This is an optimization exercise on Yosys and OpenROAD, whose aim is small area, not a production implementation.
Function was checked by simulation only, so behaviour that the tests miss may differ from the original.
The flow treats the clock pin as an ideal source, which a real chip does not have.
Power figures rest on the tool's default switching activity, not on a simulated workload.

Setup of job 4529:
## nec_ir_pwm
module nec_ir_pwm (
    input  wire       clk,
    input  wire       rst,         
    input  wire       ir_in,       
    input  wire       ir_init,     
    input  wire       cmd_get,     
    output wire       has_new,
    output wire [7:0] command,
    output wire       is_idle,
    input  wire [1:0] pwm_cmd,     
    input  wire [7:0] duty_r,
    input  wire [7:0] duty_g,
    input  wire [7:0] duty_b,
    input  wire [7:0] duty_w,
    output wire [3:0] pwm_out,     
    output wire       pwm_oe,
    output wire       pwm_busy
);
For scale: about 300 cells after synthesis, roughly 86 flip-flops, about 55 I/O pins, ~3500 um^2 of cells after synthesis.
==> module nec_ir_pwm, before the edit <==
module nec_ir_pwm (
    input  wire       clk,
    input  wire       rst,         
    input  wire       ir_in,       
    input  wire       ir_init,     
    input  wire       cmd_get,     
    output wire       has_new,
    output wire [7:0] command,
    output wire       is_idle,
    input  wire [1:0] pwm_cmd,     
    input  wire [7:0] duty_r,
    input  wire [7:0] duty_g,
    input  wire [7:0] duty_b,
    input  wire [7:0] duty_w,
    output wire [3:0] pwm_out,     
    output wire       pwm_oe,
    output wire       pwm_busy
);
    reg        ir_sync1, ir_sync2, ir_prev;
    reg        ir_en;              
    reg  [7:0] prescale;
    reg  [7:0] timer;              
    reg        ovf;                
    reg  [7:0] sr;                 
    reg        err;                
    reg  [4:0] bit_cnt;            
    reg  [7:0] cmd_reg;            
    reg        new_flag;           
    wire handle = ir_prev & ~ir_sync2 & ir_en;
    wire tick   = ir_en & (prescale == 8'h80);
    wire pre_fb = prescale[7] ^ prescale[5] ^ prescale[4] ^ prescale[3] ^
                  (prescale[6:0] == 7'd0);
    wire is_start = (timer >= 8'd60);
    wire bit_in   = (timer >= 8'd9);
    wire is_bit   = ~ovf & ~is_start;
    wire compare  = bit_cnt[3];                
    wire mis      = compare & (bit_in == sr[7]);
    wire bad      = mis | (err & (bit_cnt[2:0] != 3'd0));
    wire terminal = (bit_cnt == 5'd31);
    always @(posedge clk) begin
        if (rst) begin
            ir_sync1 <= 1'b1;
            ir_sync2 <= 1'b1;
            ir_prev  <= 1'b1;
            ir_en    <= 1'b0;
            prescale <= 8'd0;
            timer    <= 8'd0;
            ovf      <= 1'b0;
            bit_cnt  <= 5'd0;
            cmd_reg  <= 8'd0;
            new_flag <= 1'b0;
        end else begin
            ir_sync1 <= ir_in;
            ir_sync2 <= ir_sync1;
            ir_prev  <= ir_sync2;
            if (ir_init)
                ir_en <= 1'b1;
            prescale <= ir_en ? {prescale[6:0], pre_fb} : 8'd0;
            if (handle) begin
                timer <= {7'd0, tick};
                ovf   <= is_bit & terminal;
                if (!is_bit || (bit_cnt == 5'd15 && bad))
                    bit_cnt <= 5'd0;
                else
                    bit_cnt <= bit_cnt + 5'd1;
            end else if (tick) begin
                timer <= timer + 8'd1;
                if (&timer)
                    ovf <= 1'b1;
            end
            if (handle && is_bit && terminal && !bad) begin
                cmd_reg  <= {sr[6:0], sr[7]};
                new_flag <= 1'b1;
            end else if (cmd_get) begin
                new_flag <= 1'b0;
            end
        end
    end
    always @(posedge clk) begin
        if (handle) begin
            sr  <= {sr[6:0], bit_in ^ compare};
            err <= bad;
        end
    end
    assign has_new = new_flag;
    assign command = cmd_reg;
    assign is_idle = ovf;
    reg        oe;
    reg        busy;
    reg        fast;
    reg  [6:0] scan;               
    reg  [6:0] lr, lg, lb, lw;     
    reg        pin_r, pin_g, pin_b, pin_w;
    wire [6:0] idx  = scan ^ {7{fast}};
    wire       last = scan[6] & scan[5] & scan[2] &
                      (~fast | (scan[4] & scan[3] & scan[1]));
    wire [3:0] hit;
    assign hit[0] = (lr == idx);
    assign hit[1] = (lg == idx);
    assign hit[2] = (lb == idx);
    assign hit[3] = (lw == idx);
    always @(posedge clk) begin
        if (!busy) begin
            fast <= pwm_cmd[0];
            lr <= duty_r[6:0];
            lg <= duty_g[6:0];
            lb <= duty_b[6:0];
            lw <= duty_w[6:0];
        end
    end
    always @(posedge clk) begin
        if (!busy)
            scan <= pwm_cmd[0] ? 7'd27 : 7'd0;
        else
            scan <= scan + 7'd1;
    end
    wire init     = ~busy & (pwm_cmd == 2'd1);
    wire run      = ~busy & pwm_cmd[1] & oe;
    wire run_slow = run & ~pwm_cmd[0];
    wire run_fast = run & pwm_cmd[0];
    wire step_set = busy & fast;
    wire step_clr = busy & ~fast;
    always @(posedge clk) begin
        if (rst) begin
            oe    <= 1'b0;
            busy  <= 1'b0;
            pin_r <= 1'b0;
            pin_g <= 1'b0;
            pin_b <= 1'b0;
            pin_w <= 1'b0;
        end else begin
            if (init)
                oe <= 1'b1;
            if (run)
                busy <= 1'b1;
            else if (busy && last)
                busy <= 1'b0;
            if (init || run_fast || (step_clr && hit[0]))
                pin_r <= 1'b0;
            else if ((run_slow && duty_r[6:0] != 7'd0) || (step_set && hit[0]))
                pin_r <= 1'b1;
            if (init || run_fast || (step_clr && hit[1]))
                pin_g <= 1'b0;
            else if ((run_slow && duty_g[6:0] != 7'd0) || (step_set && hit[1]))
                pin_g <= 1'b1;
            if (init || run_fast || (step_clr && hit[2]))
                pin_b <= 1'b0;
            else if ((run_slow && duty_b[6:0] != 7'd0) || (step_set && hit[2]))
                pin_b <= 1'b1;
            if (init || (run_fast && duty_w[6:0] != 7'd100) ||
                (step_clr && hit[3] && !last))
                pin_w <= 1'b0;
            else if ((run_slow && duty_w[6:0] != 7'd0) || (step_set && hit[3]))
                pin_w <= 1'b1;
        end
    end
    assign pwm_out  = {pin_w, pin_b, pin_g, pin_r};
    assign pwm_oe   = oe;
    assign pwm_busy = busy;
endmodule
Settings: LEC_CHECK=0, CAP_MARGIN=20, CORE_MARGIN=2, CORE_UTILIZATION=40, SLEW_MARGIN=20, BUFFER_PORTS_ARGS=-buffer_cell sky130_fd_sc_hd__buf_1, CTS_ARGS=-sink_clustering_enable -repair_clock_nets -dont_use_dummy_load -root_buf sky130_fd_sc_hd__clkbuf_4 -buf_list sky130_fd_sc_hd__clkbuf_4, POST_CTS_TCL=/design/flow/flow/post_cts.tcl; clock period 10.0 ns.
standard.sh (not shown) runs the stock make flow with config.mk's settings and CLKGATE_MAP_FILE= SYNTH_SCRIPT=/design/flow/synth_recipe.tcl, a recipe that flattens the netlist after the stock synthesis.
==> flow/flow/run.sh <==
#!/bin/bash
# Own layout flow: the standard flow (standard.sh) with these changes:
#  - synthesis is synth_recipe.tcl unchanged except that Yosys's abc call
#    gets an area-oriented ABC script (flow/abc.script); registers are
#    untouched (abc runs without -dff);
#  - every port still gets a buffer, but the smallest one (buf_1);
#  - clock tree built from clkbuf_4, without dummy loads; after CTS the
#    root and any buffer with more than 10 sinks become clkbuf_8
#    (flow/post_cts.tcl) to keep the clock slew low.
# Each tool's output goes to a log file of its own in this folder.
set -euo pipefail
W=$(pwd)

{
  echo 'proc synth {args} { yosys synth -nofsm -noshare {*}$args }'
  echo "proc abc {args} { set i [lsearch \$args -script]; if {\$i >= 0} { lset args [expr {\$i+1}] $W/flow/abc.script }; yosys abc {*}\$args }"
  tail -n +2 synth_recipe.tcl
} > flow_synth.tcl

cat >> config.mk <<EOC
export BUFFER_PORTS_ARGS = -buffer_cell sky130_fd_sc_hd__buf_1
export CTS_ARGS = -sink_clustering_enable -repair_clock_nets -dont_use_dummy_load -root_buf sky130_fd_sc_hd__clkbuf_4 -buf_list sky130_fd_sc_hd__clkbuf_4
export POST_CTS_TCL = $W/flow/post_cts.tcl
EOC

sed -e "s#$W/synth_recipe.tcl#$W/flow_synth.tcl#" standard.sh > flow_standard.sh
grep -q flow_synth.tcl flow_standard.sh

bash flow_standard.sh synth > synth.log 2>&1
bash flow_standard.sh floorplan > floorplan.log 2>&1
bash flow_standard.sh place > place.log 2>&1
bash flow_standard.sh cts > cts.log 2>&1
bash flow_standard.sh finish > finish.log 2>&1
test -f out/final.def
==> flow/flow/abc.script <==
&get -n
&st
&deepsyn -T 60 -S 1
&dch -f
&nf -a -R 1000
&put
==> flow/flow/post_cts.tcl <==
# Clock buffers: the tree is built from clkbuf_4; the root and any buffer
# driving more than 10 pins are upsized to clkbuf_8 to keep clock slew low.
set big [get_lib_cells sky130_fd_sc_hd__clkbuf_8]
foreach inst [get_cells clkbuf_*] {
  set lc [get_property [get_property $inst liberty_cell] name]
  if {$lc ne "sky130_fd_sc_hd__clkbuf_4"} { continue }
  set o [get_pins -of_objects $inst -filter "direction==output"]
  set fo [llength [get_pins -of_objects [get_nets -of_objects $o] -filter "direction==input"]]
  set name [get_full_name $inst]
  if {[string match clkbuf_0_* $name] || $fo > 10} {
    puts "upsizing $name (fanout $fo)"
    replace_cell $inst $big
  }
}
detailed_placement
check_placement -verbose
Edits applied to the flow inputs when going from job 4529 to job 7879:
--- a/flow/design.v
+++ b/flow/design.v
@@ -78,5 +78,5 @@
     end
     always @(posedge clk) begin
-        if (handle) begin
+        if (handle && is_bit) begin
             sr  <= {sr[6:0], bit_in ^ compare};
             err <= bad;
Notes after the runs:
Wire length of the first global-routing pass: job 7879 vs job 4529 down 220 um. Job 4529 -> job 7879: final non-filler cell area increased slightly. Relative to job 4529, the data arrival at the endpoint of the critical path of job 7879 is lower by 190 ps. Job 4529 tops out at a lower clock frequency than job 7879. Taking job 4529 as the reference, in job 7879 total power consumption of the routed design fell about 0.8%; worst endpoint required time did not really move; worst setup slack now larger.

## re-timing with driven ports
How much do the figures lean on ideal ports? The routed layouts below were timed once more, with nothing changed but the port constraints.
Step 1: set_driving_cell puts a clkbuf_16 on clk and a buf_2 on each other input, an assumption about the parent block.
Step 2, shift: input delay + t, output delay - t, t = (earliest + latest rising clock arrival at the registers) / 2. This alone moves slack from input paths to output paths.
a / b / c = no drivers / after step 1 / after step 2; a / b = the first two.
run | t, ns | slack for setup (ns) | pins driven straight from the clock port
job 4529 | 0.366 | 6.437 / 6.448 / 6.082 | 1
job 7879 | 0.364 | 6.626 / 6.637 / 6.273 | 1
After both steps setup and hold are still met in every run listed. The setup slack of job 4529, which loses most, moves by +0.011 ns with the drivers and by -0.355 ns with both steps.
